This design comes from an exercise in tuning for small area on the open sky130 flow, not from production work. Only simulation tests tie the RTL to the original design; equivalence was not proved. Power is estimated from default activity; no workload was simulated.

`flow/flow/run.sh`:
```
#!/bin/bash
# Own layout flow: the standard flow, except that
#  - synthesis maps the logic with an area-oriented ABC script
#    (flow/abc_area.script), as the best of several seeds (flow/abc_multi.tcl),
#    and without Yosys's adder extraction;
#  - the port buffers are the smallest buffer;
#  - clock tree synthesis inserts no dummy loads.
# The registers, their names and cell types are those of the standard synthesis.
set -euo pipefail
WORK=$(pwd)

# ORFS scripts with our ABC step in place of the single ABC call
rm -rf "$WORK/scripts_area"
cp -r "$FLOW_HOME/scripts" "$WORK/scripts_area"
python3 - "$WORK/scripts_area/synth.tcl" "$WORK/flow/abc_multi.tcl" <<'PY'
import sys
path, multi = sys.argv[1], sys.argv[2]
s = open(path).read()
old = "  log_cmd abc {*}$abc_args\n"
assert s.count(old) == 1
s = s.replace(old, "  source %s\n" % multi)
open(path, "w").write(s)
PY
export FLOW_ABC_TEMPLATE="$WORK/flow/abc_area.script"

bash standard.sh synth SCRIPTS_DIR="$WORK/scripts_area" ADDER_MAP_FILE= \
    > "$WORK/synth.log" 2>&1
CTS="-sink_clustering_enable -repair_clock_nets -sink_clustering_size 20"
CTS="$CTS -sink_clustering_max_diameter 100 -buf_list sky130_fd_sc_hd__clkbuf_8 -dont_use_dummy_load"
bash standard.sh finish "BUFFER_PORTS_ARGS=-buffer_cell sky130_fd_sc_hd__buf_1" "CTS_ARGS=$CTS" \
    > "$WORK/layout.log" 2>&1
test -f "$WORK/out/final.def"
```
`flow/flow/abc_area.script`:
```
strash
&get -n
&deepsyn -S @SEED@ -T 60
&dch
&nf -R 1000
&put
topo
```
`flow/flow/abc_multi.tcl`:
```
# Sourced by synthesis in place of its single ABC call: map the logic several
# times with flow/abc_area.script, each time with another deepsyn seed
# (@SEED@), and keep the mapping with the smallest area.
set abc_tries 6
design -save abc_pre
set best_area ""
set best_i -1
for {set i 0} {$i < $abc_tries} {incr i} {
  design -load abc_pre
  set in [open $::env(FLOW_ABC_TEMPLATE) r]
  set txt [read $in]
  close $in
  set sc $::env(OBJECTS_DIR)/abc_try_$i.script
  set out [open $sc w]
  puts -nonewline $out [string map [list @SEED@ $i] $txt]
  close $out
  set try_args $abc_args
  lset try_args [expr {[lsearch -exact $try_args -script] + 1}] $sc
  log_cmd abc {*}$try_args
  set rpt $::env(OBJECTS_DIR)/abc_try_$i.stat
  tee -q -o $rpt stat {*}$lib_args
  set fh [open $rpt r]
  set st [read $fh]
  close $fh
  regexp {Chip area for module '[^']*': ([0-9.]+)} $st -> area
  puts "ABC try $i: area $area"
  if { $best_area eq "" || $area < $best_area } {
    set best_area $area
    set best_i $i
    design -save abc_best
  }
}
design -load abc_best
puts "ABC best try $best_i: area $best_area"
```
`flow/standard.sh`:
```
#!/bin/bash
# synth_recipe.tcl (not shown) runs the flow's synth.tcl, then flattens the netlist and writes it again
# the make line also repeats each setting of config.mk as NAME=value (left out here)
make -C /OpenROAD-flow-scripts/flow DESIGN_CONFIG=/design/flow/config.mk WORK_HOME=/design/flow/orfs CLKGATE_MAP_FILE= SYNTH_SCRIPT=/design/flow/synth_recipe.tcl "${@:-finish}"
```
`flow/config.mk`:
```
export PLATFORM = sky130hd
export DESIGN_NAME = saes_core
export DESIGN_NICKNAME = saes_core
export VERILOG_FILES = /design/flow/design.v
export SDC_FILE = /design/flow/constraint.sdc
export NUM_CORES = 4
export LEC_CHECK = 0
export ABC_AREA = 1
export CAP_MARGIN = 20
export CORE_MARGIN = 2
export CORE_UTILIZATION = 40
export CTS_BUF_LIST = sky130_fd_sc_hd__clkbuf_8
export CTS_CLUSTER_DIAMETER = 100
export CTS_CLUSTER_SIZE = 20
export GPL_TIMING_DRIVEN = 0
export SLEW_MARGIN = 20
```
`flow/constraint.sdc`:
```
create_clock -name core_clock -period 20.0 [get_ports {clk}]
set_input_delay 4.0000 -clock core_clock [delete_from_list [all_inputs] [get_ports {clk}]]
set_output_delay 4.0000 -clock core_clock [all_outputs]
set_load 0.01 [all_outputs]
```
`flow/design.v`:
```
module saes_sbox (
    input  wire [3:0] x,
    output wire [3:0] y
);
    assign y[0] = (~x[3] & x[2] & ~x[1]) | (~x[3] & ~x[1] & ~x[0]) | (x[3] & x[2] & x[1]) | (x[1] & x[0]);
    assign y[1] = (~x[3] & ~x[2] & x[1]) | (x[3] & ~x[2] & ~x[1]) | (x[3] & x[2] & x[1]) | (x[3] & x[0]);
    assign y[2] = (~x[3] & ~x[2] & ~x[1] & x[0]) | (x[3] & x[2]) | (x[3] & ~x[1] & ~x[0]) |
                  (x[2] & ~x[1] & ~x[0]) | (x[2] & x[1] & x[0]);
    assign y[3] = (~x[3] & ~x[2] & x[1]) | (~x[3] & ~x[0]) | (x[3] & x[2] & ~x[1]) | (x[2] & ~x[0]);
endmodule
module saes_affinv (
    input  wire [3:0] y,
    output wire [3:0] x
);
    assign x = {~(y[1] ^ y[3]), ~(y[0] ^ y[2]), y[2], ~y[3]};
endmodule
module saes_core (
    input  wire        clk,
    input  wire        rst,      
    input  wire        req,
    input  wire        we,
    input  wire [3:0]  addr,
    input  wire [15:0] wdata,
    output reg         ack,
    output wire [15:0] rdata
);
    localparam [3:0] I_DOUT = 4'd0, I_R1I = 4'd1, I_K1 = 4'd2, I_IV = 4'd5,
                     I_RK0 = 4'd6, I_CHAIN = 4'd7, I_DIN = 4'd8;
    localparam [3:0] OP_GMUL = 4'h1, OP_SUBN = 4'h2, OP_ISUBN = 4'h3, OP_SHROW = 4'h4,
                     OP_MIXC = 4'h5, OP_IMIXC = 4'h6, OP_KEXP = 4'h7, OP_ENC = 4'h8,
                     OP_DEC  = 4'h9, OP_CBCI = 4'hA, OP_CBCE = 4'hB, OP_CBCD = 4'hC;
    localparam [1:0] S_IDLE = 2'd0, S_CLR = 2'd1, S_WAIT = 2'd2, S_RUN = 2'd3;
    localparam [2:0] F_S = 3'd0, F_Z = 3'd1, F_SBA = 3'd2, F_MC = 3'd3, F_SBB = 3'd4,
                     F_AF = 3'd5, F_KS = 3'd6;
    localparam [2:0] X_0 = 3'd0, X_P = 3'd1, X_GM = 3'd3, X_WD = 3'd4,
                     X_CMD = 3'd5, X_ST = 3'd6;
    reg  [143:0] ring;
    wire [15:0]  P = ring[143:128];
    reg  [3:0]   ph;
    reg  [15:0]  S;
    reg  [7:0]   cmd_code;
    reg          cv, eany;
    reg          kv;        
    reg  [1:0]   ecode;
    reg  [1:0]   st;
    reg  [2:0]   rv;        
    reg  [1:0]   stg;       
    assign rdata = S;
    wire [3:0] opc = cmd_code[7:4];
    wire [1:0] vv  = cmd_code[3:2];
    wire [3:0] sn1, sn0;
    saes_sbox u_s1 (.x(S[7:4]),   .y(sn1));
    saes_sbox u_s0 (.x(S[3:0]),   .y(sn0));
    wire [15:0] sba_s = {sn0, sn1, S[15:8]};
    wire [15:0] sbb_s = {sn1, sn0, S[15:8]};
    wire [3:0] an1, an0;
    saes_affinv u_a1 (.y(S[7:4]),   .x(an1));
    saes_affinv u_a0 (.y(S[3:0]),   .x(an0));
    wire [15:0] af_s = {an1, an0, S[15:8]};
    function [3:0] mul4(input [3:0] v);
        mul4 = {v[1], v[0] ^ v[3], v[3] ^ v[2], v[2]};
    endfunction
    wire [15:0] mc_x = {mul4(S[7:4]), mul4(S[3:0]), mul4(S[15:12]), mul4(S[11:8])};
    reg         rc2;        
    wire [7:0]  ks_t = {sn0, sn1} ^ (rc2 ? 8'h30 : 8'h80);
    wire [15:0] ks_x = {ks_t, S[15:8] ^ ks_t};
    reg [2:0]  fsel;
    reg [2:0]  xsel;
    reg        pw;
    reg [15:0] fv, xv;
    wire gm_bit = P[3'd7 - {1'b0, rv[1:0]}];
    always @(*) begin
        case (fsel)
            F_Z:     fv = 16'h0000;
            F_SBA:   fv = sba_s;
            F_SBB:   fv = sbb_s;
            F_AF:    fv = af_s;
            default: fv = S;
        endcase
        case (xsel)
            X_P:     xv = P;
            X_GM:    xv = {12'h000, P[3:0] & {4{gm_bit}}};
            X_WD:    xv = wdata;
            X_CMD:   xv = {8'h00, cmd_code};
            X_ST:    xv = {12'h000, eany, ecode, cv};
            default: xv = 16'h0000;
        endcase
        if (fsel == F_MC) xv = mc_x;
        if (fsel == F_KS) xv = ks_x;
    end
    wire [15:0] s_next  = fv ^ xv;
    wire [15:0] port_in = pw ? s_next : P;
    wire [7:0] code = wdata[7:0];
    reg legal;
    always @(*) begin
        legal = 1'b0;
        if (code[1:0] == 2'b00) begin
            case (code[7:4])
                4'h0, 4'h1, 4'h2, 4'h3, 4'h4, 4'h5, 4'h6, 4'h7, 4'hA:
                    legal = (code[3:2] == 2'b00);
                4'h8, 4'h9, 4'hB, 4'hC:
                    legal = (code[3:2] != 2'b11);
                default:
                    legal = 1'b0;
            endcase
        end
    end
    wire needs_chain = (code[7:4] == OP_CBCE) || (code[7:4] == OP_CBCD);
    reg [3:0] aid;         
    always @(*) begin
        case (addr)
            4'h1:    aid = 4'd2;
            4'h2:    aid = 4'd3;
            4'h3:    aid = 4'd4;
            4'h4:    aid = I_IV;
            4'h7:    aid = I_DOUT;
            4'h8:    aid = I_R1I;
            4'h9:    aid = I_CHAIN;
            4'h0:    aid = I_DIN;
            default: aid = I_RK0;
        endcase
    end
    wire a_ring = (addr <= 4'h4) || ((addr >= 4'h7) && (addr <= 4'hC));
    wire       enc_t = (opc == OP_ENC) || (opc == OP_CBCE);
    wire [1:0] kidx  = enc_t ? stg : (vv - stg);           
    wire [3:0] kslot = {2'b00, kidx} + 4'd2;
    wire       mid3  = (vv == 2'd2) && (stg == 2'd1);
    wire       dstg  = enc_t ? mid3 : !mid3;
    wire       first = (stg == 2'd0);
    wire       last  = (stg == vv);
    wire       tail  = (stg == vv + 2'd1);
    wire       slast = (rv == (dstg ? 3'd7 : 3'd4));
    wire       keyrv = (rv == 3'd0) || (rv == 3'd2) || slast;
    wire [1:0] nstep = (rv == 3'd2) ? 2'd1 : ((rv == 3'd0) ^ dstg) ? 2'd0 : 2'd2;
    wire cst    = (opc >= OP_ENC);                     
    wire u_e1   = cst && !dstg && rv == 3'd1;
    wire u_e3   = cst && !dstg && rv == 3'd3;
    wire u_d1   = cst && dstg && rv == 3'd1;
    wire u_d6   = cst && dstg && rv == 3'd6;
    wire u_mcall = (cst && dstg && (rv == 3'd3 || rv == 3'd4 || rv == 3'd5)) ||
                   (opc == OP_IMIXC && rv != 3'd4 && rv != 3'd0);
    wire u_mc12 = u_d6 || (opc == OP_IMIXC && rv == 3'd4) || (opc == OP_GMUL && rv != 3'd0);
    wire u_shr  = (opc == OP_SHROW);
    wire u_af   = u_d1 || u_d6 || opc == OP_ISUBN || u_shr;
    wire u_sb   = u_e1 || u_e3 || u_d1 || u_d6;
    wire u_sn   = (opc == OP_SUBN) || (opc == OP_ISUBN) || u_shr;
    wire u_mc7  = u_e1 || (opc == OP_MIXC);
    task round_ops;
        begin
            if (u_mcall) fsel = F_MC;
            else case (ph)
                4'd1:    if (u_mc12) fsel = F_MC; else if (u_shr) fsel = F_SBA;
                4'd2:    if (u_mc12) fsel = F_MC; else if (u_shr) fsel = F_SBB;
                4'd3, 4'd4, 4'd8:
                         if (u_af) fsel = F_AF;
                4'd7:    if (u_af) fsel = F_AF; else if (u_mc7) fsel = F_MC;
                4'd5:    if (u_sb) fsel = F_SBA; else if (u_sn) fsel = F_SBB;
                4'd6:    if (u_sb || u_sn) fsel = F_SBB;
                default: ;
            endcase
        end
    endtask
    reg [1:0] st_n;
    reg [2:0] rv_n;
    reg [1:0] stg_n;
    reg       ack_n;
    reg       endrev;     
    always @(*) begin
        fsel   = F_S;
        xsel   = X_0;
        pw     = 1'b0;
        rc2    = 1'b0;
        st_n   = st;
        rv_n   = rv;
        stg_n  = stg;
        ack_n  = 1'b0;
        endrev = 1'b0;
        case (st)
            S_IDLE: begin
                if (ph == I_RK0) begin
                    fsel = F_Z; xsel = X_P;
                end else if (ph == I_RK0 + 4'd1 && kv) begin
                    fsel = F_KS;
                end else if (ph == I_RK0 + 4'd2 && kv) begin
                    fsel = F_KS; rc2 = 1'b1;
                end
                if (req && !ack) begin
                    if (we) begin
                        if (addr <= 4'h4) begin
                            if (ph == aid) begin
                                fsel = F_Z; xsel = X_WD; pw = 1'b1; ack_n = 1'b1;
                            end
                        end else begin
                            ack_n = 1'b1;
                            if (addr == 4'h5 && legal && !(needs_chain && !cv) && code[7:4] != 4'h0)
                                st_n = S_WAIT;
                        end
                    end else if (addr >= 4'hA && addr <= 4'hC) begin
                        if (ph == I_RK0 + addr - 4'hA) ack_n = 1'b1;
                    end else if (a_ring) begin
                        if (ph == aid) begin
                            fsel = F_Z; xsel = X_P; ack_n = 1'b1;
                        end
                    end else begin
                        fsel = F_Z; ack_n = 1'b1;
                        xsel = (addr == 4'h5) ? X_CMD : (addr == 4'h6) ? X_ST : X_0;
                    end
                end
            end
            S_CLR: begin
                fsel = F_Z; pw = 1'b1;
                if (ph == 4'd8) st_n = S_IDLE;
            end
            S_WAIT: begin
                rv_n = 3'd0; stg_n = 2'd0;
                if (ph == 4'd0) st_n = S_RUN;
            end
            default: begin  
                if (opc == OP_KEXP) begin
                    if (ph == I_K1) begin fsel = F_Z; xsel = X_P; end
                    if (ph == I_RK0) pw = 1'b1;
                    endrev = 1'b1;
                end else if (opc == OP_CBCI) begin
                    if (ph == I_IV) begin fsel = F_Z; xsel = X_P; end
                    if (ph == I_CHAIN) pw = 1'b1;
                    endrev = 1'b1;
                end else if (opc == OP_GMUL) begin
                    if (ph == I_DIN) begin
                        fsel = (rv == 3'd0) ? F_Z : F_S; xsel = X_GM;
                    end
                    round_ops;                          
                    if (ph == 4'd0 && rv == 3'd3) pw = 1'b1;
                    endrev = (rv == 3'd3);
                end else if (opc <= OP_IMIXC) begin
                    if (rv == 3'd0) begin
                        if (ph == I_DIN) begin
                            fsel = F_Z; xsel = X_P;
                        end
                    end else begin
                        round_ops;
                        if (opc != OP_IMIXC || rv == 3'd4) begin
                            if (ph == 4'd0) pw = 1'b1;
                            endrev = 1'b1;
                        end
                    end
                end else if (tail) begin
                    if (opc == OP_CBCD && rv == 3'd0) begin
                        if (ph == I_DIN) begin fsel = F_Z; xsel = X_P; end
                    end else begin
                        if (ph == I_CHAIN) pw = 1'b1;
                        endrev = 1'b1;
                    end
                end else if (keyrv) begin
                    if (ph == kslot) begin
                        fsel = F_Z; xsel = X_P;
                    end else if (ph == 4'd5 && nstep != 2'd0) begin
                        fsel = F_KS;                         
                    end else if (ph == 4'd6 && nstep == 2'd2) begin
                        fsel = F_KS; rc2 = 1'b1;
                    end else if (ph == I_CHAIN) begin
                        if ((first && rv == 3'd0 && opc == OP_CBCE) ||
                            (last && slast && opc == OP_CBCD))
                            xsel = X_P;
                    end else if (ph == I_DIN) begin
                        if (first && rv == 3'd0) xsel = X_P;
                    end else if (ph == I_DOUT) begin
                        if (!(first && rv == 3'd0)) xsel = X_P;
                        if (slast) pw = 1'b1;                
                    end
                    if (slast && last && opc != OP_CBCE && opc != OP_CBCD)
                        endrev = 1'b1;
                end else begin
                    if (ph == I_R1I && opc == OP_ENC && vv == 2'd0 && !dstg && rv == 3'd3) pw = 1'b1;
                    round_ops;
                    if (ph == I_DOUT && !(dstg && (rv == 3'd3 || rv == 3'd4 || rv == 3'd5))) pw = 1'b1;
                end
                if (ph == 4'd0) begin
                    if (endrev) st_n = S_IDLE;
                    else if (!(opc >= OP_ENC) || tail || !slast) rv_n = rv + 3'd1;
                    else begin
                        rv_n  = 3'd0;
                        stg_n = stg + 2'd1;
                    end
                end
            end
        endcase
    end
    always @(posedge clk) begin
        ring <= {ring[127:0], port_in};
        S    <= s_next;
        rv   <= rv_n;
        stg  <= stg_n;
        if (rst) begin
            ph       <= 4'd0;
            st       <= S_CLR;
            ack      <= 1'b0;
            cmd_code <= 8'h00;
            cv       <= 1'b0;
            kv       <= 1'b0;
            ecode    <= 2'b00;
            eany     <= 1'b0;
        end else begin
            ph  <= (ph == 4'd8) ? 4'd0 : ph + 4'd1;
            st  <= st_n;
            ack <= ack_n;
            if (st == S_IDLE && req && !ack && we && addr == 4'h5) begin
                cmd_code <= code;
                if (!legal) begin
                    ecode <= 2'b01;
                    eany  <= 1'b1;
                end else if (needs_chain && !cv) begin
                    ecode <= 2'b10;
                    eany  <= 1'b1;
                end else begin
                    ecode <= 2'b00;
                    if (code[7:4] == OP_CBCI) cv <= 1'b1;
                    if (code[7:4] == OP_KEXP) kv <= 1'b1;
                end
            end
        end
    end
endmodule
```
==> results of run 1 <==
## worst min path at each step
stage,startpoint,end,slack (ps)
2_1_floorplan,ring[84],ring[100],310
3_3_place_gp,ring[53],ring[69],310
3_5_place_dp,ring[24],ring[40],310
4_1_cts,ring[73],ring[89],300
5_1_grt,ring[73],ring[89],300
6_report,ring[73],ring[89],300
## cell usage in the layout (no fill, tap or decap), types with 4 or more instances in the layout
| master | synthesis | final |
|---|---|---|
| a31oi_1 | 8 | 8 |
| a211oi_1 | 5 | 5 |
| nor2_1 | 42 | 41 |
| dfxtp_1 | 180 | 180 |
| o211ai_1 | 4 | 4 |
| nor3_1 | 12 | 12 |
| xnor2_1 | 20 | 20 |
| nand2b_1 | 6 | 6 |
| clkinv_1 | 11 | 11 |
| buf_1 | 0 | 40 |
| nand2_1 | 60 | 60 |
| nor4_1 | 4 | 4 |
| xor2_1 | 25 | 25 |
| o21ai_0 | 25 | 25 |
| nand3_1 | 14 | 14 |
| nor2b_1 | 12 | 12 |
| a22oi_1 | 21 | 21 |
| clkbuf_8 | 0 | 17 |
| a222oi_1 | 10 | 10 |
| a21oi_1 | 21 | 21 |
| edfxtp_1 | 5 | 5 |
| mux2_1 | 16 | 16 |
| and2_0 | 7 | 7 |
| a221oi_1 | 12 | 12 |
| a22o_1 | 14 | 14 |
## final cells by class
class	count	area share (%)
clock buffer	17	3.32
tap	211	3.75
sequential	185	53.3
timing repair buffer	44	2.63
inverter	11	0.587
multi-input combinational	389	36.4
## critical path, stage by stage
cell and delay, ps:
buf_1 230, xnor2_1 190, o21a_1 180, nand3_1 100
o32ai_1 350, o21ai_0 150, o31ai_1 130, nor3b_2 700
a2111oi_2 210, and2_0 260, and2_0 290, clkinv_1 100
nand2_1 210, nor2_1 860, a222oi_1 290, mux2i_1 180
mux2_1 310
## logic make-up (layout without fill, tap and decap cells)
group	Yosys count	count (layout)	synth area share (%)
flip-flops	185	185	59.3
AND/OR/NAND/NOR	174	174	12.9
AO/OA/AOI/OAI	151	151	17.4
XOR/XNOR	45	45	6.23
multiplexers	19	19	3.52
buffers and inverters	11	72	0.653
## sequential cells by signal (all words and copies together) (netlist names)
name,flops
ecode,2
ph,4
eany,1
ack,1
st,2
stg,2
cmd_code,8
S,16
rv,3
ring,144
cv,1
kv,1
## layer usage
| layer | wire [um] | vias up |
|---|---|---|
| met2 | 6880 | 159 |
| met4 | 358 | 0 |
| met1 | 7040 | 2302 |
| met5 | 0 | - |
| li1 | - | 2273 |
| met3 | 747 | 30 |
## power breakdown
group / total (mW) / internal (mW) / switching [mW]
clock network: 0.181 / 0.0753 / 0.106
logic: 0.0169 / 0.00628 / 0.0106
registers: 0.373 / 0.370 / 0.00260
total: 0.571 / 0.452 / 0.119
## through the flow
| step | worst slack, ps | hold WS, ps | area, um^2 | util (%) | cells |
|---|---|---|---|---|---|
| after floorplan | 11540 | 310 | 6330 | - | 585 |
| final | 11550 | 300 | 7040 | 46.0 | 857 |
| after global routing | 11150 | 302 | 7040 | 46.0 | 857 |
| after detailed placement | 11070 | 312 | 6790 | 44.3 | 839 |
| after global placement | 9430 | 310 | 6740 | 44.0 | 836 |
| after CTS | 11550 | 300 | 7020 | 45.9 | 856 |
==> run summary, run 1 <==
- Sum Neg Setup Slack: 0 ps
- Maxcap violations: 0
- Gr ovfl total: 0
- Post-Syn Instances: 585
- P&R area growth vs syn: 11.2%
- Seq/Total Area, Yosys: 59.3%
- GPL Wtd Cong: 0.925
- Beginning of the worst register-to-register path: cmd_code[5]
- Die width: 130 um
- Worst endpoint required time: 20300 ps
- Core region area: 0.0153 mm^2
- Cell variety after synth: 50
- Fillcell total: 1478
- Fmax: 0.118 GHz
- Library cell with the highest instance count after synthesis: dfxtp_1
- Final Hold Viols: 0
- Clk buf depth: 2
- DRT iter0 DRCs: 455
- Largest net degree at the start of global routing: 19
- EDFF count, synth: 5
- Max-Slew Margin vs Limit: 30.0%
- Register area: 0.00375 mm^2
- CTS tree: done
- Fin nets: 672
- First-pass GRT wire length: 23.8 mm
- Reg2reg end: ring[15]
- Static leakage: 2.59 nW
- Critical Path Sink: ring[8]
- Die area: 0.0168 mm^2
- CP Launch Point: addr[3]
- Total clock sinks: 185
- Worst Path Arrival: 8750 ps
- Reg clk slew, reported paths: 90 ps
- Footprint of the multi-input gates: 0.00256 mm^2
- H-tree levels: 4
- Slew @ Worst Pin: 1050 ps
- Finish-stage setup viols: 0
- Cell Area, Synth: 0.00633 mm^2
- M2 GR Usage: 29.0%
- Initial core utilization: 41.3%
- Synthesized flop and latch total: 185
- Dominant cells by area after synthesis: dfxtp_1 57%, nand2_1 3.6%, xor2_1 3.5%
- Total Routing Usage GR: 18.4%
- Port bufs: 40
- Antenna-violating nets left: 0
- Via-to-Cell Ratio: 5.56
- Hold_buf cts: 0
- Worst Hold Class: register to register
- Pins over their slew limit: 0
- Busiest grt layer: met2
- WHS Path Cells: 0
- IO Pins: 41
- Async set or reset register ratio after synthesis: 0%
- Ant diodes: 0
- Wire per inst: 17.5 um
- DP HPWL: 10.7 mm
- Clock insertion delay at the later pin of the skew report: 440 ps
- Routed Wire Length: 15.0 mm
- Die Height: 130 um
- Commonest cells in the netlist: 180 x dfxtp_1, 60 x nand2_1, 42 x nor2_1
- Tcrit/Tclk final: 42.2%
- Average size of a mapped cell: 10.8 um^2
- Routed via count: 4764
- Maximum vdd ir drop: 0.0000500 V
- Total clock buffers created by CTS: 17
- Share of the synthesized area in the top cell type: 57.0%
- Layout cells sized above 1: 4.18%
- Synthesized Nets: 609
- Synthesis warning total: 1
- Outcome: complete, no violations
- FF-to-FF path depth: 18
- Period minus WS final: 8450 ps
- Clk_skew: 24.5 ps
- Reg2Reg Setup Slack: 13980 ps
- Post-CTS Setup Inserts: 0
- RSZ-0062 raised after global routing: no
- Met1 Use GR: 24.6%
- Pwr Density: 81.1 mW/mm^2
- Area leader, netlist: dfxtp_1
- Post_cts resized: 0
- Critical path class: input port to register
- Vias in the first global route: 4484
- Row cnt: 45
- Worst-path maximum fanout: 16
- Drt pass-1 iters: 5
- DRC: 0
- Critical Path Start Type: input port
- Root Driver: clkbuf_8
- Power consumption: 0.571 mW
- Initial antenna violation count: 0
- Met3 Usage GRT: 3.90%
- Crit end category: register
- Synth Flop Type: dfxtp_1
==> run 2, diff against run 1 <==
--- a/flow/design.v
+++ b/flow/design.v
@@ -203,3 +203,3 @@
                         end
-                    end else begin
+                    end else if (ph != I_RK0) begin
                         fsel = F_Z; ack_n = 1'b1;
==> run 2 against run 1 <==
Effect of this change: die area up 0.56%; final area up 0.32%; register-to-register slack better by 270 ps; sequential power about the same; total power down 0.46%; fmax down 2.6%; clock skew up 11 ps.
==> run summary, run 2 <==
- Via-to-Cell Ratio: 5.41 (was 5.56)
- Seq/Total Area, Yosys: 59.0% (was 59.3%)
- Critical Path Start Type: input port (unchanged)
- Maximum vdd ir drop: 0.0000541 V (was 0.0000500 V)
- Hold_buf cts: 0 (unchanged)
- Metal3 WL: 863 um (was 747 um)
- Max reg flops: 144 (unchanged)
- Worst slack at placement: 10630 ps (was 11070 ps)
- Synth Flop Type: dfxtp_1 (unchanged)
- Worst endpoint required time: 20300 ps (about the same)
- Async set or reset register ratio after synthesis: 0% (unchanged)
- Total clock buffers created by CTS: 17 (unchanged)
- Die width: 130 um (about the same)
- Critical Path Max Stage Delay: 710 ps (was 860 ps)
- Initial antenna violation count: 0 (unchanged)
- Commonest cells in the netlist: 180 x dfxtp_1, 55 x nor2_1, 47 x nand2_1 (was 180 x dfxtp_1, 60 x nand2_1, 42 x nor2_1)
- Ant diodes: 0 (unchanged)
- Vias in the first global route: 4786 (was 4484)
- Total clock sinks: 185 (unchanged)
- CTS tree: done (unchanged)
- Largest regs: ring (144), S (16), cmd_code (8) (unchanged)
- Top reg by flops: ring (unchanged)
- Cell variety after synth: 47 (was 50)
- Routed via count: 4794 (was 4764)
- CP bufs+invs: 2 (unchanged)
- Row cnt: 46 (was 45)
- Worst Path Arrival: 8970 ps (was 8750 ps)
- Clk buf depth: 2 (unchanged)
- CP Launch Point: addr[3] (unchanged)
- First-pass GRT wire length: 24.8 mm (was 23.8 mm)
- Initial core utilization: 40.5% (was 41.3%)
- DRT iter0 DRCs: 443 (was 455)
- Pwr Density: 80.5 mW/mm^2 (was 81.1 mW/mm^2)
- Drt pass-1 iters: 8 (was 5)
- Root Driver: clkbuf_8 (unchanged)
- Placed cell count: 869 (was 839)
- Post-CTS Setup Inserts: 0 (unchanged)
- Finish-stage setup viols: 0 (unchanged)
- Total Routing Usage GR: 19.2% (was 18.4%)
- Top Metal Used: met4 (unchanged)
- Tcrit/Tclk final: 43.4% (was 42.2%)
- Most common cell after layout, fill and taps aside: dfxtp_1 (unchanged)
- Largest net degree at the start of global routing: 19 (unchanged)
- Cell family with most CP delay: simple AND/OR/NAND/NOR gates (unchanged)
- Routed Wire Length: 15.5 mm (was 15.0 mm)
- Clock insertion delay at the later pin of the skew report: 440 ps (about the same)
- Worst Hold Class: register to register (unchanged)
- Pins over their slew limit: 0 (unchanged)
- Crit end category: register (unchanged)
- Sum Neg Setup Slack: 0 ps (unchanged)
- IO Pins: 41 (unchanged)
- DR WL met2: 7.39 mm (was 6.88 mm)
- FF-to-FF path depth: 20 (was 18)
- Port bufs: 40 (unchanged)
- Maxcap violations: 0 (unchanged)
- Wire per inst: 17.5 um (about the same)
- Crit-path cells: buf_1, clkinv_1, a221oi_1, o21ai_0, o21ai_0, nor4bb_1, nand2_1, or3_1, nor2_2, nor2_1, a32o_1, nand2_1, nand2_1, nor2_2, a221oi_1, o21ai_0, o21ai_0, mux2_1 (was buf_1, xnor2_1, o21a_1, nand3_1, o32ai_1, o21ai_0, o31ai_1, nor3b_2, a2111oi_2, and2_0, and2_0, clkinv_1, nand2_1, nor2_1, a222oi_1, mux2i_1, mux2_1)
- Fillcell total: 1509 (was 1478)
- Post-Syn Instances: 612 (was 585)
- PnR worst setup slack: 11330 ps (was 11550 ps)
- H-tree levels: 4 (unchanged)
- Worst path depth: 18 (was 17)
- Static leakage: 2.54 nW (was 2.59 nW)
- Layout cells sized above 1: 3.28% (was 4.18%)
- Gr ovfl total: 0 (unchanged)
- Synthesis warning total: 1 (unchanged)
- Fmax: 0.115 GHz (was 0.118 GHz)
- Non-filler instance count after layout: 886 (was 857)
- P&R area growth vs syn: 11.0% (was 11.2%)
- EDFF count, synth: 5 (unchanged)
- Area leader, netlist: dfxtp_1 (unchanged)
- Met1 wire length: 6.96 mm (was 7.04 mm)
- CP max-delay cell: nor2_2 (was nor2_1)
- Slew @ Worst Pin: 909 ps (was 1050 ps)
- Library cell with the highest instance count after synthesis: dfxtp_1 (unchanged)
- Beginning of the worst register-to-register path: cmd_code[5] (unchanged)
- Power consumption: 0.568 mW (was 0.571 mW)
- Fin nets: 696 (was 672)
- Die area: 0.0169 mm^2 (was 0.0168 mm^2)
- Synthesized flop and latch total: 185 (unchanged)
- Critical Path Sink: ring[14] (was ring[8])
- Outcome: complete, no violations (unchanged)
- Share of the synthesized area in the top cell type: 56.6% (was 57.0%)
- Core region area: 0.0157 mm^2 (was 0.0153 mm^2)
- Final Hold Viols: 0 (unchanged)
- Average size of a mapped cell: 10.4 um^2 (was 10.8 um^2)
- Reg clk slew, reported paths: 90 ps (about the same)
- GPL Wtd Cong: 0.980 (was 0.925)
- DP HPWL: 11.1 mm (was 10.7 mm)
- Reg2reg end: ring[14] (was ring[15])
- RSZ-0062 raised after global routing: no (unchanged)
- Clk_skew: 35.5 ps (was 24.5 ps)
- Reg2Reg Setup Slack: 14250 ps (was 13980 ps)
- Die Height: 130 um (about the same)
- Max-Slew Margin vs Limit: 39.3% (was 30.0%)
- Critical path class: input port to register (unchanged)
- Most frequent cells in the layout: 180 x dfxtp_1, 53 x nor2_1, 47 x nand2_1 (was 180 x dfxtp_1, 60 x nand2_1, 41 x nor2_1)
- Antenna-violating nets left: 0 (unchanged)
- Dominant cells by area after synthesis: dfxtp_1 57%, xor2_1 3.7%, nor2_1 3.2% (was dfxtp_1 57%, nand2_1 3.6%, xor2_1 3.5%)
- Top cell by count, worst path: o21ai_0 (was and2_0)
- Cell Area, Synth: 0.00636 mm^2 (was 0.00633 mm^2)
- Period minus WS final: 8670 ps (was 8450 ps)
- Worst-path maximum fanout: 17 (was 16)
- Synthesized Nets: 636 (was 609)
- DRC: 0 (unchanged)
- Post_cts resized: 0 (unchanged)
-- run 2: area by class of cell --
cell class	count	area, um^2	share of cell area, %
clock buffers	17	234	3.31
flip-flops and latches	185	3750	53.2
inverters	16	60.1	0.851
multi-input cells	411	2580	36.5
well taps	216	270	3.83
repair buffers	41	165	2.34
-- run 2: worst min path at each step --
stage / cells after the start / slack, ps / start / to
global route: 0 / 310 / ring[122] / ring[138]
floorplan: 0 / 310 / ring[84] / ring[100]
global placement: 0 / 310 / ring[71] / ring[87]
CTS: 0 / 300 / ring[122] / ring[138]
detailed placement: 0 / 310 / ring[43] / ring[59]
finish: 0 / 300 / ring[122] / ring[138]
-- run 2: through the flow --
stage          instance area, um^2  hold slack [ps]  util (%)
6_report                      7060              304      44.9
5_1_grt                       7060              313      44.9
4_1_cts                       7060              303      44.9
3_5_place_dp                  6820              312      43.4
3_3_place_gp                  6780              310      43.2
2_1_floorplan                 6360              310         -
-- run 2: kinds of logic (layout without fill, tap and decap cells) --
logic type	Yosys count	in the layout	share of synthesized area [%]
flops	185	185	59.0
simple gates	183	183	13.6
compound gates	171	171	18.1
xor+xnor	41	41	5.64
mux	16	16	2.79
buf+inv	16	74	0.944
-- run 2: metal layers --
metal  GRT usage (%)  up-vias
met5               0        -
met4            7.34        0
met3            5.78       21
met2            31.4      136
met1            23.8     2300
li1                -     2337
-- run 2: report_power, final --
part	internal (mW)	leakage (nW)	switching, mW	total [mW]
combinational	0.00567	0.925	0.0103	0.0159
sequential	0.370	1.49	0.00260	0.373
clock	0.0753	0.122	0.104	0.179
total	0.451	2.54	0.117	0.568
==> run 3, diff against run 2 <==
--- a/flow/design.v
+++ b/flow/design.v
@@ -203,3 +203,3 @@
                         end
-                    end else if (ph != I_RK0) begin
+                    end else begin
                         fsel = F_Z; ack_n = 1'b1;
--- a/flow/flow/run.sh
+++ b/flow/flow/run.sh
@@ -27,4 +27,3 @@
     > "$WORK/synth.log" 2>&1
-CTS="-sink_clustering_enable -repair_clock_nets -sink_clustering_size 20"
-CTS="$CTS -sink_clustering_max_diameter 100 -buf_list sky130_fd_sc_hd__clkbuf_8 -dont_use_dummy_load"
+CTS="-repair_clock_nets -buf_list sky130_fd_sc_hd__clkbuf_8 -dont_use_dummy_load"
 bash standard.sh finish "BUFFER_PORTS_ARGS=-buffer_cell sky130_fd_sc_hd__buf_1" "CTS_ARGS=$CTS" \
--- a/flow/flow/abc_multi.tcl
+++ b/flow/flow/abc_multi.tcl
@@ -3,3 +3,3 @@
 # (@SEED@), and keep the mapping with the smallest area.
-set abc_tries 6
+set abc_tries 1
 design -save abc_pre
==> run 3 against run 2 <==
Effect of this change: sequential share of layout area up 0.085 points; die area is essentially flat; count of clock-buffer cells in the layout stayed put; setup slack improved by 980 ps.
==> run summary, run 3 <==
- Outcome: complete, no violations (unchanged)
- Cell Area, Synth: 0.00637 mm^2 (was 0.00636 mm^2)
- CP max-delay cell: a21oi_2 (was nor2_2)
- Post-CTS Setup Inserts: 0 (unchanged)
- H-tree levels: 4 (unchanged)
- Total clock sinks: 185 (unchanged)
- IO Pins: 41 (unchanged)
- Largest net degree at the start of global routing: 18 (was 19)
- Final Hold Viols: 0 (unchanged)
- Initial antenna violation count: 0 (unchanged)
- Clock Power Share: 31.7% (was 31.6%)
- Largest regs: ring (144), S (16), cmd_code (8) (unchanged)
- Die Height: 130 um (about the same)
- Port bufs: 40 (unchanged)
- Worst-path maximum fanout: 17 (unchanged)
- DRT iter0 DRCs: 456 (was 443)
- Hold_buf cts: 0 (unchanged)
- DP HPWL: 10.8 mm (was 11.1 mm)
- First-pass GRT wire length: 24.4 mm (was 24.8 mm)
- Reg clk slew, reported paths: 100 ps (was 90 ps)
- Area leader, netlist: dfxtp_1 (unchanged)
- Fin Hold WS: 309 ps (was 304 ps)
- Clk_skew: 38.7 ps (was 35.5 ps)
- Critical path class: input port to register (unchanged)
- RSZ-0062 raised after global routing: no (unchanged)
- Total clock buffers created by CTS: 17 (unchanged)
- Average size of a mapped cell: 10.7 um^2 (was 10.4 um^2)
- Wire per inst: 17.5 um (about the same)
- Top reg by flops: ring (unchanged)
- PnR worst setup slack: 12310 ps (was 11330 ps)
- Fmax: 0.130 GHz (was 0.115 GHz)
- Synth Flop Type: dfxtp_1 (unchanged)
- Maxcap violations: 0 (unchanged)
- Max-Slew Margin vs Limit: 31.7% (was 39.3%)
- GPL Wtd Cong: 0.926 (was 0.980)
- Comb pwr share: 2.9% (was 2.8%)
- Row cnt: 46 (unchanged)
- Crit end category: register (unchanged)
- Drt pass-1 iters: 5 (was 8)
- Sequential share of power: 65.4% (was 65.6%)
- Pwr Density: 80.8 mW/mm^2 (was 80.5 mW/mm^2)
- Routed Wire Length: 15.2 mm (was 15.5 mm)
- Post_cts resized: 0 (unchanged)
- Critical Path Start Type: input port (unchanged)
- Most frequent cells in the layout: 180 x dfxtp_1, 50 x nand2_1, 46 x nor2_1 (was 180 x dfxtp_1, 53 x nor2_1, 47 x nand2_1)
- Ant diodes: 0 (unchanged)
- Synthesized Nets: 619 (was 636)
- Post-Syn Instances: 595 (was 612)
- Cell variety after synth: 53 (was 47)
- Worst Path Arrival: 8000 ps (was 8970 ps)
- Worst endpoint required time: 20310 ps (was 20300 ps)
- Layout cells sized above 1: 3.37% (was 3.28%)
- Core region area: 0.0157 mm^2 (unchanged)
- Via-to-Cell Ratio: 5.43 (was 5.41)
- Static leakage: 2.63 nW (was 2.54 nW)
- Finish-stage setup viols: 0 (unchanged)
- Pins over their slew limit: 0 (unchanged)
- Synthesized flop and latch total: 185 (unchanged)
- Worst Hold Class: register to register (unchanged)
- EDFF count, synth: 5 (unchanged)
- NetSw: 0.118 mW (was 0.117 mW)
- Slew @ Worst Pin: 1020 ps (was 909 ps)
- Clock insertion delay at the later pin of the skew report: 460 ps (was 440 ps)
- DRC: 0 (unchanged)
- Seq/Total Area, Yosys: 59.0% (about the same)
- Vias in the first global route: 4512 (was 4786)
- Library cell with the highest instance count after synthesis: dfxtp_1 (unchanged)
- Clk buf depth: 2 (unchanged)
- Busiest grt layer: met2 (unchanged)
- Worst slack at placement: 11920 ps (was 10630 ps)
- Root Driver: clkbuf_8 (unchanged)
- Period minus WS final: 7690 ps (was 8670 ps)
- Share of the synthesized area in the top cell type: 56.6% (about the same)
- Critical Path Max Stage Delay: 680 ps (was 710 ps)
- Total Routing Usage GR: 18.9% (was 19.2%)
- Crit-path cells: buf_1, xnor2_1, xnor2_1, nand4_1, a221oi_1, nand2_1, a21o_1, nor2_1, nor2_1, a21oi_1, a41oi_1, nand3_1, nand2_1, a21oi_2, a22oi_1, xor2_1, mux2_1 (was buf_1, clkinv_1, a221oi_1, o21ai_0, o21ai_0, nor4bb_1, nand2_1, or3_1, nor2_2, nor2_1, a32o_1, nand2_1, nand2_1, nor2_2, a221oi_1, o21ai_0, o21ai_0, mux2_1)
- Tcrit/Tclk final: 38.4% (was 43.4%)
- Internal power: 0.451 mW (about the same)
- Gr ovfl total: 0 (unchanged)
- Most common cell after layout, fill and taps aside: dfxtp_1 (unchanged)
- Met1 Use GR: 26.1% (was 23.8%)
- M2 GR Usage: 28.5% (was 31.4%)
- Die width: 130 um (about the same)
- Commonest cells in the netlist: 180 x dfxtp_1, 50 x nand2_1, 47 x nor2_1 (was 180 x dfxtp_1, 55 x nor2_1, 47 x nand2_1)
- Dominant cells by area after synthesis: dfxtp_1 57%, xnor2_1 3.7%, nand2_1 2.9% (was dfxtp_1 57%, xor2_1 3.7%, nor2_1 3.2%)
- Met3 Usage GRT: 5.00% (was 5.78%)
- P&R area growth vs syn: 10.7% (was 11.0%)
- Sum Neg Setup Slack: 0 ps (unchanged)
- Die area: 0.0169 mm^2 (about the same)
- Cell family with most CP delay: compound AO/OA/AOI/OAI gates (was simple AND/OR/NAND/NOR gates)
- Max reg flops: 144 (unchanged)
- Async set or reset register ratio after synthesis: 0% (unchanged)
- Antenna-violating nets left: 0 (unchanged)
- Routed via count: 4722 (was 4794)
- CTS tree: done (unchanged)
- Fin nets: 679 (was 696)
- Maximum vdd ir drop: 0.0000947 V (was 0.0000541 V)
- Initial core utilization: 40.5% (about the same)
- Power consumption: 0.569 mW (was 0.568 mW)
- Net Sw Frac: 20.8% (was 20.6%)
- Synthesis warning total: 1 (unchanged)
- CP bufs+invs: 1 (was 2)
run 3: cell types whose count changed after synthesis, sizes merged, moves of 5 or more:
cell and change:
nor2 -8, o21ai -6, nor2b -6, nor3 -5, xor2 -7, o211ai -7, nor4 +5, xnor2 +13
or3 -5, a21oi -14
run 3: cell type report:
cell class	count	area, um^2
inverters	20	75.1
well taps	216	270
repair buffers	41	158
multi-input cells	390	2560
fillers	1459	8660
flip-flops and latches	185	3750
clock buffers	17	234
run 3: cells by family (layout without fill, tap and decap cells):
kind of cell | count (synthesis) | after routing | synth area share (%)
XOR/XNOR | 47 | 47 | 6.47
AO/OA/AOI/OAI | 157 | 157 | 17.4
flip-flops | 185 | 185 | 59.0
AND/OR/NAND/NOR | 166 | 166 | 12.4
multiplexers | 20 | 20 | 3.66
buffers and inverters | 20 | 78 | 1.18
run 3: stage by stage:
| step | instance area [um^2] | utilization [%] | cells |
|---|---|---|---|
| 6_report | 7050 | 44.9 | 869 |
| 3_3_place_gp | 6790 | 43.2 | 851 |
| 2_1_floorplan | 6370 | - | 595 |
| 4_1_cts | 7040 | 44.8 | 868 |
| 5_1_grt | 7050 | 44.9 | 869 |
| 3_5_place_dp | 6810 | 43.3 | 851 |
run 3: per-layer routing:
metal,vias up,part of all wire [%]
met4,0,1.5
li1,2289,-
met1,2250,49
met2,163,44
met5,-,0
met3,20,5.4
run 3: power groups by stage:
| stage | logic [mW] | registers (mW) | clock network [mW] |
|---|---|---|---|
| floorplan | 0.00946 | 0.380 | 0 |
| global placement | 0.0161 | 0.381 | 0 |
| detailed placement | 0.0164 | 0.381 | 0 |
| CTS | 0.0165 | 0.372 | 0.188 |
| global route | 0.0185 | 0.372 | 0.201 |
| finish | 0.0168 | 0.372 | 0.180 |
run 3: path summary, 6_finish.rpt:
path                    start  endpoint  slack [ps]  cells past startpoint
setup reg to reg  cmd_code[5]   ring[5]       14380                     19
hold / removal       ring[81]  ring[97]         310                      0
hold reg to reg      ring[81]  ring[97]         310                      0
setup / recovery      addr[2]   ring[4]       12310                     17
run 3: worst reg2reg max path: stages (launching register included):
cell and delay, ps:
dfxtp_1 580, nor2_1 140, clkinv_1 60, a21oi_1 130, xnor2_1 570, or2_0 310, o22a_1 210, nand3b_1 150
nor3_1 70, a211o_1 260, o21ai_0 120, nand3_1 130, a31oi_1 280, a21oi_1 180, nor2_1 770, clkinv_1 460
o21ai_0 410, a221oi_1 100, xor2_1 190, mux2_1 340
==> run 4, diff against run 3 <==
--- a/flow/flow/run.sh
+++ b/flow/flow/run.sh
@@ -27,3 +27,4 @@
     > "$WORK/synth.log" 2>&1
-CTS="-repair_clock_nets -buf_list sky130_fd_sc_hd__clkbuf_8 -dont_use_dummy_load"
+CTS="-sink_clustering_enable -repair_clock_nets -sink_clustering_size 30 -sink_clustering_levels 1"
+CTS="$CTS -sink_clustering_max_diameter 200 -buf_list sky130_fd_sc_hd__clkbuf_8 -dont_use_dummy_load"
 bash standard.sh finish "BUFFER_PORTS_ARGS=-buffer_cell sky130_fd_sc_hd__buf_1" "CTS_ARGS=$CTS" \
==> run 4 against run 3 <==
Effect of this change: still clean; flip-flop and latch count unchanged; sequential share of layout area unchanged; critical path depth unchanged; first-iteration DRC count unchanged; core utilization unchanged; total power unchanged; via count unchanged; final area unchanged; fmax unchanged; worst hold slack unchanged; critical endpoint unchanged; largest cell class unchanged; highest routed layer unchanged.
==> run summary, run 4 <==
- Routed via count: 4722 (unchanged)
- DP Area: 0.00681 mm^2 (unchanged)
- Clk_skew: 38.7 ps (unchanged)
- Wire per inst: 17.5 um (unchanged)
- Final instance area: 0.00705 mm^2 (unchanged)
- Drt pass-1 iters: 5 (unchanged)
- Power consumption: 0.569 mW (unchanged)
- Routed Wire Length: 15.2 mm (unchanged)
- Maxcap violations: 0 (unchanged)
- Die Height: 130 um (unchanged)
- Max reg flops: 144 (unchanged)
- Sequential share of power: 65.4% (about the same)
- Share of the synthesized area in the top cell type: 56.6% (unchanged)
- Worst Hold Class: register to register (unchanged)
- Clock Power Share: 31.7% (about the same)
- Largest net degree at the start of global routing: 18 (unchanged)
- Antenna-violating nets left: 0 (unchanged)
- Root Driver: clkbuf_8 (unchanged)
- Top reg by flops: ring (unchanged)
- Fin nets: 679 (unchanged)
- H-tree levels: 4 (unchanged)
- Busiest grt layer: met2 (unchanged)
- Pins over their slew limit: 0 (unchanged)
- Area leader, netlist: dfxtp_1 (unchanged)
- Non-filler instance count after layout: 869 (unchanged)
- Core region area: 0.0157 mm^2 (unchanged)
- Worst endpoint required time: 20310 ps (about the same)
- IO Pins: 41 (unchanged)
- Met3 Usage GRT: 5.00% (unchanged)
- Fmax: 0.130 GHz (unchanged)
- Total clock buffers created by CTS: 17 (unchanged)
- Hold Path End: ring[97] (unchanged)
- EDFF count, synth: 5 (unchanged)
- Most frequent cells in the layout: 180 x dfxtp_1, 50 x nand2_1, 46 x nor2_1 (unchanged)
- Worst-path maximum fanout: 17 (unchanged)
- Reg clk slew, reported paths: 100 ps (about the same)
- Comb pwr share: 2.9% (about the same)
- FF-to-FF path depth: 19 (unchanged)
- First-pass GRT wire length: 24.4 mm (unchanged)
- Commonest cells in the netlist: 180 x dfxtp_1, 50 x nand2_1, 47 x nor2_1 (unchanged)
- Synth Flop Type: dfxtp_1 (unchanged)
- Fin Hold WS: 309 ps (unchanged)
- Finish-stage setup viols: 0 (unchanged)
- Gr ovfl total: 0 (unchanged)
- Die width: 130 um (unchanged)
- CP max-delay cell: a21oi_2 (unchanged)
- RSZ-0062 raised after global routing: no (unchanged)
- Async set or reset register ratio after synthesis: 0% (unchanged)
- Vias in the first global route: 4512 (unchanged)
- Reg2reg end: ring[5] (unchanged)
- Synthesized Nets: 619 (unchanged)
- Clock insertion delay at the later pin of the skew report: 460 ps (about the same)
- Beginning of the worst register-to-register path: cmd_code[5] (unchanged)
- WHS Path Cells: 0 (unchanged)
- Total Routing Usage GR: 18.9% (unchanged)
- Cell variety after synth: 53 (unchanged)
- Final Hold Viols: 0 (unchanged)
- Final Util: 44.9% (unchanged)
- Worst slack at placement: 11920 ps (unchanged)
- Hold path startpoint: ring[81] (unchanged)
- Reg2Reg Setup Slack: 14380 ps (about the same)
- Period minus WS final: 7690 ps (unchanged)
- Outcome: complete, no violations (unchanged)
- Row cnt: 46 (unchanged)
- Synthesized flop and latch total: 185 (unchanged)
- Crit end category: register (unchanged)
- Hold_buf cts: 0 (unchanged)
- Post_cts resized: 0 (unchanged)
- Library cell with the highest instance count after synthesis: dfxtp_1 (unchanged)
- Placed cell count: 851 (unchanged)
- Critical path class: input port to register (unchanged)
- DRT iter0 DRCs: 456 (unchanged)
- Layout cells sized above 1: 3.37% (unchanged)
- Dominant cells by area after synthesis: dfxtp_1 57%, xnor2_1 3.7%, nand2_1 2.9% (unchanged)
- Largest regs: ring (144), S (16), cmd_code (8) (unchanged)
- Post-Syn Instances: 595 (unchanged)
- Pwr Density: 80.8 mW/mm^2 (unchanged)
- Max-Slew Margin vs Limit: 31.7% (unchanged)
- Worst Path Arrival: 8000 ps (about the same)
- Die area: 0.0169 mm^2 (unchanged)
- P&R area growth vs syn: 10.7% (unchanged)
- NetSw: 0.118 mW (unchanged)
- Slew @ Worst Pin: 1020 ps (unchanged)
- Sum Neg Setup Slack: 0 ps (unchanged)
- Ant diodes: 0 (unchanged)
- Critical Path Start Type: input port (unchanged)
- Post-CTS Setup Inserts: 0 (unchanged)
- Met1 Use GR: 26.1% (unchanged)
- PnR worst setup slack: 12310 ps (unchanged)
- Via-to-Cell Ratio: 5.43 (unchanged)
- Initial core utilization: 40.5% (unchanged)
- Total clock sinks: 185 (unchanged)
- CTS tree: done (unchanged)
- Fillcell total: 1459 (unchanged)
- Most common cell after layout, fill and taps aside: dfxtp_1 (unchanged)
- Clk buf depth: 2 (unchanged)
- Internal power: 0.451 mW (unchanged)
- Tcrit/Tclk final: 38.4% (unchanged)
- Net Sw Frac: 20.8% (unchanged)
- DP HPWL: 10.8 mm (unchanged)
- Initial antenna violation count: 0 (unchanged)
- Seq/Total Area, Yosys: 59.0% (unchanged)
- Critical Path Max Stage Delay: 680 ps (about the same)
- DRC: 0 (unchanged)
- Average size of a mapped cell: 10.7 um^2 (unchanged)
- M2 GR Usage: 28.5% (unchanged)
- Maximum vdd ir drop: 0.0000947 V (unchanged)
- Cell Area, Synth: 0.00637 mm^2 (unchanged)
- Port bufs: 40 (unchanged)
- Static leakage: 2.63 nW (unchanged)
- Crit-path cells: buf_1, xnor2_1, xnor2_1, nand4_1, a221oi_1, nand2_1, a21o_1, nor2_1, nor2_1, a21oi_1, a41oi_1, nand3_1, nand2_1, a21oi_2, a22oi_1, xor2_1, mux2_1 (unchanged)
- GPL Wtd Cong: 0.926 (unchanged)
- Synthesis warning total: 1 (unchanged)
## run 4: cells by family after synthesis
group                  count (synthesis)  synth area share [%]
AND/OR/NAND/NOR                      166                  12.4
XOR/XNOR                              47                  6.47
AO/OA/AOI/OAI                        157                  17.4
multiplexers                          20                  3.66
flip-flops                           185                  59.0
buffers and inverters                 20                  1.18
## run 4: metal layers
layer  up-vias  part of all wire (%)  wire (um)
met5         -                     0          0
met4         0                   1.5        229
met3        20                   5.4        818
met2       163                    44       6760
met1      2250                    49       7390
li1       2289                     -          -
## run 4: critical path, delay by kind of cell
family / cells / cell delay, ps
buffers and inverters: 1 / 230
xor gates and xnor gates: 3 / 590
muxes: 1 / 350
and+or+nand+nor: 6 / 1180
AOI/OAI and AO/OA: 6 / 1630
## run 4: area by class of cell
cell class	instances	area, um^2	share of cell area (%)
Clock buffer	17	234	3.32
Inverter	20	75.1	1.06
Multi-Input combinational cell	390	2560	36.3
Sequential cell	185	3750	53.2
Tap cell	216	270	3.83
Timing Repair Buffer	41	158	2.24
## run 4: worst max-delay path by stage
stage | startpoint | to | slack [ps]
floorplan | addr[2] | ring[10] | 12670
global route | addr[1] | ring[8] | 11980
global placement | addr[2] | ring[8] | 11590
CTS | addr[2] | ring[4] | 12390
finish | addr[2] | ring[4] | 12310
detailed placement | addr[2] | ring[4] | 11920
## run 4: power by group through the flow
stage | Sequential, mW | Clock, mW | Combinational (mW)
3_3_place_gp | 0.381 | 0 | 0.0161
4_1_cts | 0.372 | 0.188 | 0.0165
5_1_grt | 0.372 | 0.201 | 0.0185
6_report | 0.372 | 0.180 | 0.0168
3_5_place_dp | 0.381 | 0 | 0.0164
2_1_floorplan | 0.380 | 0 | 0.00946
==> run 5, diff against run 4 <==
--- a/flow/design.v
+++ b/flow/design.v
@@ -203,3 +203,3 @@
                         end
-                    end else begin
+                    end else if (ph != I_RK0) begin
                         fsel = F_Z; ack_n = 1'b1;
--- a/flow/flow/run.sh
+++ b/flow/flow/run.sh
@@ -2,5 +2,5 @@
 # Own layout flow: the standard flow, except that
-#  - synthesis maps the logic with an area-oriented ABC script
-#    (flow/abc_area.script), as the best of several seeds (flow/abc_multi.tcl),
-#    and without Yosys's adder extraction;
+#  - synthesis maps the logic with area-oriented ABC scripts
+#    (flow/abc_area*.script), keeping the best of several scripts and seeds
+#    (flow/abc_multi.tcl), and without Yosys's adder extraction;
 #  - the port buffers are the smallest buffer;
@@ -23,3 +23,3 @@
 PY
-export FLOW_ABC_TEMPLATE="$WORK/flow/abc_area.script"
+export FLOW_ABC_DIR="$WORK/flow"
 
@@ -27,4 +27,4 @@
     > "$WORK/synth.log" 2>&1
-CTS="-sink_clustering_enable -repair_clock_nets -sink_clustering_size 30 -sink_clustering_levels 1"
-CTS="$CTS -sink_clustering_max_diameter 200 -buf_list sky130_fd_sc_hd__clkbuf_8 -dont_use_dummy_load"
+CTS="-sink_clustering_enable -repair_clock_nets -sink_clustering_size 20"
+CTS="$CTS -sink_clustering_max_diameter 100 -buf_list sky130_fd_sc_hd__clkbuf_8 -dont_use_dummy_load"
 bash standard.sh finish "BUFFER_PORTS_ARGS=-buffer_cell sky130_fd_sc_hd__buf_1" "CTS_ARGS=$CTS" \
==> flow/flow/abc_area2.script (new file) <==
strash
&get -n
&deepsyn -S @SEED@ -T 60
&put
dch
map -a
amap
topo
==> flow/flow/abc_area3.script (new file) <==
strash
&get -n
&deepsyn -S @SEED@ -T 60
&dch -f
&nf -R 2000
&put
strash
&get -n
&dch
&nf -R 1000
&put
topo
==> flow/flow/abc_multi.tcl (replaced) <==
# Sourced by synthesis in place of its single ABC call: map the logic with
# each of the ABC scripts flow/abc_area*.script, each with several deepsyn
# seeds (@SEED@), and keep the mapping with the smallest area.
set abc_seeds {0 1 2 3}
set abc_templates [lsort [glob $::env(FLOW_ABC_DIR)/abc_area*.script]]
design -save abc_pre
set best_area ""
set best_try ""
set i 0
foreach tpl $abc_templates {
  foreach seed $abc_seeds {
    design -load abc_pre
    set in [open $tpl r]
    set txt [read $in]
    close $in
    set sc $::env(OBJECTS_DIR)/abc_try_$i.script
    set out [open $sc w]
    puts -nonewline $out [string map [list @SEED@ $seed] $txt]
    close $out
    set try_args $abc_args
    lset try_args [expr {[lsearch -exact $try_args -script] + 1}] $sc
    log_cmd abc {*}$try_args
    set rpt $::env(OBJECTS_DIR)/abc_try_$i.stat
    tee -q -o $rpt stat {*}$lib_args
    set fh [open $rpt r]
    set st [read $fh]
    close $fh
    regexp {Chip area for module '[^']*': ([0-9.]+)} $st -> area
    puts "ABC try $i ([file tail $tpl], seed $seed): area $area"
    if { $best_area eq "" || $area < $best_area } {
      set best_area $area
      set best_try $i
      design -save abc_best
    }
    incr i
  }
}
design -load abc_best
puts "ABC best try $best_try: area $best_area"
==> run 5 against run 4 <==
Effect of this change: synthesized cell count increased by 9.4%; synthesized area decreased by 0.53%; clock skew increased by 7.0 ps; setup slack got worse by 1500 ps; largest cell class unchanged; critical path depth decreased by 1; worst hold slack got worse by 16 ps; register-to-register slack got worse by 1900 ps.
==> run summary, run 5 <==
- Adder-cell share of the synthesized area: 0% (unchanged)
- Cell variety after synth: 44 (was 53)
- Total clock sinks: 185 (unchanged)
- Most frequent cells in the layout: 180 x dfxtp_1, 84 x clkinv_1, 75 x nor2_1 (was 180 x dfxtp_1, 50 x nand2_1, 46 x nor2_1)
- Post-CTS Setup Inserts: 0 (unchanged)
- RSZ-0062 raised after global routing: no (unchanged)
- H-tree levels: 4 (unchanged)
- WHS Path Cells: 0 (unchanged)
- Placed cell count: 905 (was 851)
- Commonest cells in the netlist: 180 x dfxtp_1, 84 x clkinv_1, 75 x nor2_1 (was 180 x dfxtp_1, 50 x nand2_1, 47 x nor2_1)
- Static leakage: 2.39 nW (was 2.63 nW)
- Fillcell total: 1479 (was 1459)
- Fin Hold WS: 292 ps (was 309 ps)
- Pins over their slew limit: 0 (unchanged)
- Root Driver: clkbuf_8 (unchanged)
- Post-Syn Instances: 651 (was 595)
- Crit-path cells: buf_1, clkinv_1, o22ai_1, o2111ai_1, o22a_1, nor3_2, buf_6, a2111oi_0, nor2b_1, nor3b_1, nor2_1, o21ai_0, clkinv_1, a222oi_1, o221ai_1, a22o_1 (was buf_1, xnor2_1, xnor2_1, nand4_1, a221oi_1, nand2_1, a21o_1, nor2_1, nor2_1, a21oi_1, a41oi_1, nand3_1, nand2_1, a21oi_2, a22oi_1, xor2_1, mux2_1)
- Final instance area: 0.00703 mm^2 (was 0.00705 mm^2)
- Total clock buffers created by CTS: 17 (unchanged)
- Wire per inst: 18.4 um (was 17.5 um)
- Worst Hold Class: register to register (unchanged)
- Tcrit/Tclk final: 46.0% (was 38.4%)
- DRT iter0 DRCs: 735 (was 456)
- Async set or reset register ratio after synthesis: 0% (unchanged)
- Non-filler instance count after layout: 923 (was 869)
- Port bufs: 40 (unchanged)
- Mux contribution to synthesized area: 0% (was 3.66%)
- Largest regs: ring (144), S (16), cmd_code (8) (unchanged)
- Most common cell after layout, fill and taps aside: dfxtp_1 (unchanged)
- Routed via count: 5183 (was 4722)
- Fin nets: 737 (was 679)
- CP bufs+invs: 4 (was 1)
- Combinational family with the most area after synthesis: compound AO/OA/AOI/OAI gates (unchanged)
- IO Pins: 41 (unchanged)
- Reg clk slew, reported paths: 110 ps (was 100 ps)
- First-pass GRT wire length: 26.5 mm (was 24.4 mm)
- Vias in the first global route: 4925 (was 4512)
- Crit end category: register (unchanged)
- Synthesis warning total: 1 (unchanged)
- Power consumption: 0.572 mW (was 0.569 mW)
- Row cnt: 45 (was 46)
- GPL Wtd Cong: 0.918 (was 0.926)
- Top cell by count, worst path: clkinv_1
- Synthesized flop and latch total: 185 (unchanged)
- Antenna-violating nets left: 0 (unchanged)
- Seq/Total Area, Yosys: 59.3% (was 59.0%)
- P&R area growth vs syn: 11.0% (was 10.7%)
- Post_cts resized: 0 (unchanged)
- Area leader, netlist: dfxtp_1 (unchanged)
- Critical path class: input port to register (unchanged)
- Worst-path maximum fanout: 13 (was 17)
- Maximum vdd ir drop: 0.0000828 V (was 0.0000947 V)
- Worst path depth: 16 (was 17)
- DP HPWL: 12.6 mm (was 10.8 mm)
- Final Hold Viols: 0 (unchanged)
- Initial antenna violation count: 1 (was 0)
- Pwr Density: 81.4 mW/mm^2 (was 80.8 mW/mm^2)
- Largest net degree at the start of global routing: 21 (was 18)
- Library cell with the highest instance count after synthesis: dfxtp_1 (unchanged)
- Worst endpoint required time: 20330 ps (was 20310 ps)
- Worst Path Arrival: 9530 ps (was 8000 ps)
- Total Routing Usage GR: 20.9% (was 18.9%)
- PnR worst setup slack: 10800 ps (was 12310 ps)
- Finish-stage setup viols: 0 (unchanged)
- XOR/XNOR Fraction of Synth Area: 0.138% (was 6.47%)
- Die area: 0.0169 mm^2 (about the same)
- Maxcap violations: 0 (unchanged)
- Synthesized Nets: 675 (was 619)
- Gr ovfl total: 0 (unchanged)
- Share of the synthesized area in the top cell type: 56.9% (was 56.6%)
- Sum Neg Setup Slack: 0 ps (unchanged)
- DP Area: 0.00679 mm^2 (was 0.00681 mm^2)
- Via-to-Cell Ratio: 5.62 (was 5.43)
- Clk buf depth: 2 (unchanged)
- Final Util: 45.9% (was 44.9%)
- Routed Wire Length: 17.0 mm (was 15.2 mm)
- Period minus WS final: 9200 ps (was 7690 ps)
- Post-Synth Simple-Gate Area: 10.7% (was 12.4%)
- Max-Slew Margin vs Limit: 32.5% (was 31.7%)
- Worst slack at placement: 10690 ps (was 11920 ps)
- Die Height: 130 um (about the same)
- Clk_skew: 45.7 ps (was 38.7 ps)
- FF-to-FF path depth: 20 (was 19)
- CTS tree: done (unchanged)
- Die width: 130 um (about the same)
- Clock insertion delay at the later pin of the skew report: 470 ps (was 460 ps)
- Synth Area in Compound Gates: 24.9% (was 17.4%)
- Critical Path Max Stage Delay: 840 ps (was 680 ps)
- Initial core utilization: 41.3% (was 40.5%)
- Max reg flops: 144 (unchanged)
- Layout cells sized above 1: 3.23% (was 3.37%)
- Outcome: complete, no violations (unchanged)
- Slew @ Worst Pin: 1010 ps (was 1020 ps)
- EDFF count, synth: 5 (unchanged)
- Fmax: 0.109 GHz (was 0.130 GHz)
- Average size of a mapped cell: 9.73 um^2 (was 10.7 um^2)
- Hold_buf cts: 0 (unchanged)
- Top reg by flops: ring (unchanged)
- CP max-delay cell: nor3b_1 (was a21oi_2)
- DRC: 0 (unchanged)
- Critical Path Start Type: input port (unchanged)
- Cell Area, Synth: 0.00633 mm^2 (was 0.00637 mm^2)
- Cell family with most CP delay: compound AO/OA/AOI/OAI gates (unchanged)
- Synth Flop Type: dfxtp_1 (unchanged)
- Core region area: 0.0153 mm^2 (was 0.0157 mm^2)
- Dominant cells by area after synthesis: dfxtp_1 57%, clkinv_1 5.0%, nor2_1 4.4% (was dfxtp_1 57%, xnor2_1 3.7%, nand2_1 2.9%)
- Drt pass-1 iters: 7 (was 5)
run 5: cell types whose count changed after synthesis, moves of 10 or more:
cell / change
xnor2_1: -27
o221ai_1: +10
o22ai_1: +17
clkinv_1: +64
nor3_1: +12
xor2_1: -19
a221oi_1: -10
nor2_1: +28
a222oi_1: +14
mux2_1: -16
o21ai_0: +26
run 5: where the power goes:
part | total, mW | internal [mW] | switching (mW)
clock network | 0.183 | 0.0752 | 0.108
registers | 0.371 | 0.370 | 0.00132
logic | 0.0172 | 0.00528 | 0.0119
total | 0.572 | 0.450 | 0.121
run 5: cells by family after synthesis:
| family | after synthesis |
|---|---|
| AOI/OAI and AO/OA | 222 |
| DFF | 185 |
| and+or+nand+nor | 159 |
| buffers and inverters | 84 |
| xor gates and xnor gates | 1 |
run 5: area by class of cell:
type                       instances  area, um^2  area share [%]
sequential                       185        3750            53.4
multi-input combinational        382        2280            32.4
inverter                          84         315            4.49
tap                              211         264            3.76
clock buffer                      17         234            3.33
timing repair buffer              43         180            2.56
antenna                            1        2.50          0.0356
run 5: worst paths after layout:
check	start	end	slack, ps
setup / recovery	addr[2]	ring[15]	10800
hold / removal	ring[21]	ring[37]	290
setup reg to reg	cmd_code[6]	ring[15]	12490
hold reg to reg	ring[21]	ring[37]	290
run 5: per-layer routing:
layer | up-vias | share of wire [%] | GRT usage (%)
met5 | - | 0 | 0
met3 | 41 | 6.9 | 5.95
met4 | 0 | 2.2 | 8.22
met2 | 185 | 45 | 31.9
li1 | 2522 | - | -
met1 | 2435 | 46 | 28.0
run 5: worst register-to-register path, cell delays in order (launching register included):
cell and delay [ps]:
dfxtp_1 420, clkinv_1 240, nand2_1 260, o32ai_1 180, o21ai_0 680, clkinv_1 290
a21oi_1 270, o21ai_0 300, a311oi_1 410, o221a_1 320, nand2_1 80, o22a_1 210
nor2_1 190, clkinv_1 180, nor3b_1 840, nor2_1 360, o21ai_0 460, clkinv_1 640
a222oi_1 530, o221ai_1 270, a22o_1 270

[port drivers added, routing unchanged]
The flow's constraints put no driver on any port. The routed layouts listed below were extracted and timed again, unchanged, in two steps. Step 1 (the two cells are an assumption about what drives the block):
set clk [get_ports {clk}]
set_driving_cell -lib_cell sky130_fd_sc_hd__clkbuf_16 $clk
set_driving_cell -lib_cell sky130_fd_sc_hd__buf_2 [delete_from_list [all_inputs] $clk]
Step 2 moves the port delays by t, midway between the first and last clock arrival at a register: inputs arrive t later, outputs are due t later. That takes back most of the time a late clock gives input paths. a / b / c = no drivers / after step 1 / after step 2; a / b = the first two.
run | t, ns | slack for setup (ns) | latest minus earliest clock arrival (ns) | slew at the worst register clock pin (ns)
run 1 | 0.467 | 11.550 / 11.555 / 11.088 | 0.028 / 0.028 | 0.09 / 0.09
run 2 | 0.465 | 11.327 / 11.342 / 10.877 | 0.036 / 0.036 | 0.10 / 0.10
run 3 | 0.474 | 12.310 / 12.327 / 11.853 | 0.038 / 0.039 | 0.10 / 0.10
run 4 | 0.474 | 12.310 / 12.327 / 11.853 | 0.038 / 0.039 | 0.10 / 0.10
run 5 | 0.484 | 10.795 / 10.805 / 10.321 | 0.046 / 0.046 | 0.11 / 0.11
After both steps every run listed still meets setup and hold. The setup slack of run 5, which loses most, moves by +0.010 ns with the drivers and by -0.474 ns with both steps.
